What follows belongs to an exercise in optimizing a design on an open flow for small area; a production flow would make more cautious choices. Where RTL was checked, it was by simulation tests only, not by an equivalence proof against the original. No activity file was given, so power comes from the tool's default toggle rates.

## try-ember
==> flow/design.v <==
module osdp_crc16_byte (
    input  wire [15:0] crc_in,
    input  wire [7:0]  data,
    output wire [15:0] crc_out,
    output wire [7:0]  x
);
    assign x = crc_in[15:8] ^ data;
    wire [7:0] y = {x[7:4], x[3:0] ^ x[7:4]};
    assign crc_out = {crc_in[7:0], 8'h00} ^ {y[3:0], 12'h000} ^ {3'b000, y, 5'b00000} ^ {8'h00, y};
endmodule
module osdp_frame_core (
    input  wire        clk,
    input  wire        rst,             
    input  wire        rx_valid,
    input  wire [7:0]  rx_data,
    input  wire        rx_error,
    output wire        rx_ready,
    output wire        buf_we,
    output wire [10:0] buf_addr,
    output wire [7:0]  buf_wdata,
    output reg  [7:0]  addr,
    output reg  [15:0] len,
    output reg  [7:0]  ctrl,
    output reg  [7:0]  cmd,
    output reg  [15:0] trailer,
    output wire        crc_mode,
    output reg         valid,
    output wire        poll_ack,
    output wire        frame_ready,
    output wire [2:0]  status,
    output reg         mcause,
    output wire        frame_done,
    output wire        malformed,
    output wire        transport_fault
);
    localparam [7:0]  SOM     = 8'h53;
    localparam [15:0] CRC_SOM = 16'h8B66;
    reg [10:0] idx;        
    reg [7:0]  aux;        
    reg [15:0] crc;
    reg        fault;
    reg        held;       
    reg        bad_hdr;    
    reg        pulse;      
    assign frame_done      = pulse && held && !fault;
    assign malformed       = pulse && bad_hdr && !fault;
    assign transport_fault = pulse && fault;
    assign crc_mode    = ctrl[2];
    assign poll_ack    = !cmd[7] && cmd[6] && (cmd[4:0] == 5'd0);
    assign frame_ready = held;
    assign status      = fault   ? 3'd4 :
                         bad_hdr ? 3'd3 :
                         held    ? {1'b0, !valid, valid} : 3'd0;
    assign rx_ready = !fault;
    wire take  = !rst && !rx_error && rx_valid && !fault;
    wire hunt  = (idx == 11'd0);
    wire som   = (rx_data == SOM);
    assign buf_we    = take && (!hunt || som);
    assign buf_addr  = idx;
    assign buf_wdata = rx_data;
    wire hdr   = (idx[10:3] == 8'd0);
    wire pre5  = hdr && (idx[2:0] < 3'd5);       
    wire at5   = hdr && (idx[2:0] == 3'd5);
    wire [10:0] cy2;                   
    assign cy2[0] = 1'b0;
    assign cy2[1] = 1'b1;
    genvar g;
    generate
        for (g = 2; g < 11; g = g + 1) begin : g_cy
            assign cy2[g] = cy2[g-1] & idx[g-1];
        end
    endgenerate
    wire [10:0] idx1 = {idx[10:1] ^ (cy2[10:1] & {10{idx[0]}}), !idx[0]};
    wire [10:0] idx2 = {idx[10:1] ^ cy2[10:1], idx[0]};
    wire pen   = (idx2 == len[10:0]);            
    wire len_bad = (len[15:3] == 13'd0 && len[2:0] != 3'd7) ||
                   (len > 16'd1440);
    wire len7crc = (len == 16'd7) && ctrl[2];
    wire hdr_bad = len_bad || len7crc;
    wire fin   = take && pulse && !hunt;
    wire malf  = take && at5 && hdr_bad;
    wire [15:0] crc_upd;
    wire [7:0]  crc_x;
    osdp_crc16_byte u_crc (
        .crc_in  (crc),
        .data    (rx_data),
        .crc_out (crc_upd),
        .x       (crc_x)
    );
    wire aux_rx = hunt || (ctrl[2] && !pre5);
    wire [7:0] sum_a = aux & {8{!aux_rx}};
    wire [8:0] sum_c;
    wire [7:0] sum_next;
    assign sum_c[0] = 1'b0;
    genvar k;
    generate
        for (k = 0; k < 8; k = k + 1) begin : g_sum
            assign sum_next[k] = sum_a[k] ^ rx_data[k] ^ sum_c[k];
            assign sum_c[k+1]  = (sum_a[k] & rx_data[k]) | (sum_a[k] & sum_c[k]) |
                                 (rx_data[k] & sum_c[k]);
        end
    endgenerate
    wire crc_match = (crc_x == 8'h00) && (crc[7:0] == aux);
    wire sum_match = (sum_next == 8'h00);
    wire match     = ctrl[2] ? crc_match : sum_match;
    wire idx_clr = rst || fin || malf;
    wire [7:0] rxm  = rx_data & {8{!rst}};
    wire       crc_keep = ctrl[2] && !rst;
    always @(posedge clk) begin
        if (idx_clr || buf_we)
            idx <= idx1 & {11{!idx_clr}};
        if (buf_we) begin
            aux <= sum_next;
            if (hunt || pre5 || !pen)
                crc <= hunt ? CRC_SOM : crc_upd;
        end
        if (rst || (take && hdr && idx[2:0] == 3'd1)) addr      <= rxm;
        if (rst || (take && hdr && idx[2:0] == 3'd2)) len[7:0]  <= rxm;
        if (rst || (take && hdr && idx[2:0] == 3'd3)) len[15:8] <= rxm;
        if (rst || (take && hdr && idx[2:0] == 3'd4)) ctrl      <= rxm;
        if (rst || (take && hdr && idx[2:0] == 3'd5)) cmd       <= rxm;
        if (rst || fin) begin
            trailer <= {rxm & {8{ctrl[2]}}, crc_keep ? aux : rxm};
            valid   <= match && !rst;
        end
        if (rst)
            mcause <= 1'b0;
        else if (malf)
            mcause <= !len_bad;
        if (rst)
            fault <= 1'b0;
        else if (rx_error)
            fault <= 1'b1;
        if (rst || (take && hunt && som))
            held <= 1'b0;
        else if (fin)
            held <= 1'b1;
        if (rst || (take && hunt && som))
            bad_hdr <= 1'b0;
        else if (malf)
            bad_hdr <= 1'b1;
        if (rst || fault || (hunt && !rx_error))
            pulse <= 1'b0;
        else if (rx_error)
            pulse <= 1'b1;
        else if (take)
            pulse <= pulse || (at5 && hdr_bad) || (!pre5 && pen);
    end
endmodule
==> flow/config.mk <==
export PLATFORM = sky130hd
export DESIGN_NAME = osdp_frame_core
export DESIGN_NICKNAME = osdp_frame_core
export VERILOG_FILES = /design/flow/design.v
export SDC_FILE = /design/flow/constraint.sdc
export NUM_CORES = 4
export LEC_CHECK = 0
export CAP_MARGIN = 20
export CORE_AREA = 2 2 113.055 113.055
export DIE_AREA = 0 0 115.055 115.055
export SLEW_MARGIN = 20
==> flow/constraint.sdc <==
create_clock -name core_clock -period 5.0 [get_ports {clk}]
set_input_delay 1.0000 -clock core_clock [delete_from_list [all_inputs] [get_ports {clk}]]
set_output_delay 1.0000 -clock core_clock [all_outputs]
set_load 0.01 [all_outputs]
standard.sh (not shown) runs the stock make flow with config.mk's settings and CLKGATE_MAP_FILE= SYNTH_SCRIPT=/design/flow/synth_recipe.tcl, a recipe that flattens the netlist after the stock synthesis.
==> flow/flow/run.sh <==
#!/bin/bash
# The standard ORFS layout (standard.sh, standard synthesis unchanged) with
# three layout settings passed through the environment:
#  * buffer_ports puts the smallest buffer (buf_1) on each input and output port;
#  * clock tree built from clkbuf_8 cells, without dummy loads;
#  * after global routing, non-critical cells are downsized (RECOVER_POWER).
# The whole make run's output is kept in standard_flow.log; ORFS keeps each
# step's log under orfs/logs/.
set -euo pipefail
export BUFFER_PORTS_ARGS="-buffer_cell sky130_fd_sc_hd__buf_1"
export CTS_ARGS="-sink_clustering_enable -repair_clock_nets -sink_clustering_size 25 -buf_list sky130_fd_sc_hd__clkbuf_8 -dont_use_dummy_load"
export RECOVER_POWER=100
bash standard.sh > standard_flow.log 2>&1
## Diff of input files: try-fjord against try-ember
--- a/flow/design.v
+++ b/flow/design.v
@@ -101,16 +101,17 @@
         end
     endgenerate
     wire crc_match = (crc_x == 8'h00) && (crc[7:0] == aux);
     wire sum_match = (sum_next == 8'h00);
     wire match     = ctrl[2] ? crc_match : sum_match;
-    wire idx_clr = rst || fin || malf;
     wire [7:0] rxm  = rx_data & {8{!rst}};
     wire       crc_keep = ctrl[2] && !rst;
     always @(posedge clk) begin
-        if (idx_clr || buf_we)
-            idx <= idx1 & {11{!idx_clr}};
+        if (rst || fin || malf)
+            idx <= 11'd0;
+        else if (buf_we)
+            idx <= idx1;
         if (buf_we) begin
             aux <= sum_next;
             if (hunt || pre5 || !pen)
                 crc <= hunt ? CRC_SOM : crc_upd;
         end
Findings:
Of try-fjord and try-ember, it is try-fjord that has the lower power dissipated in combinational cells.
Initial core utilization: try-fjord lower than try-ember
Compared with try-ember, try-fjord has extra setup slack.
try-fjord and try-ember ended up with roughly the same non-filler instance count after layout.
Compared try-ember against try-fjord; count of instances resized after the clock tree is built within noise.
Going from try-ember to try-fjord, global-route wire length before repair increased 1.9%; clock network fraction of total power increased 3.1 points; final-layout worst hold slack increased 0.0039 ns.
[compare] base=try-ember new=try-fjord: cell internal power dissipation fell about 8%, utilization after layout fell 0.18 points, flip-flop and latch count about even, area of all placed cells without fillers fell 21 sq um.
Only the layout flow was run in try-ember; the RTL was not checked for function there.

[separate check: timing with driven ports]
Ports are ideal in the flow. The routed layouts listed here were re-timed in OpenROAD.
Step 1, drivers: a clkbuf_16 drives clk and a buf_2 each remaining input, both assumed.
Step 2 times the ports against the registers' clock, not the clock port: input delays grow and output delays shrink by t, the midpoint of the rising clock arrivals with the driver on.
Slacks: ideal ports / drivers / drivers and shift; pairs: ideal ports / drivers.
run | shift t [ns] | setup slack, ns | latest minus earliest clock arrival (ns) | worst data-port slew with drivers (ns)
try-ember | 0.385 | 0.299 / 0.299 / 0.299 | 0.027 / 0.027 | 0.04
try-fjord | 0.392 | 0.404 / 0.404 / 0.334 | 0.039 / 0.039 | 0.04
After both steps every run listed still meets setup and hold. The setup slack of try-fjord, which loses most, moves by 0.000 ns with the drivers and by -0.070 ns with both steps.
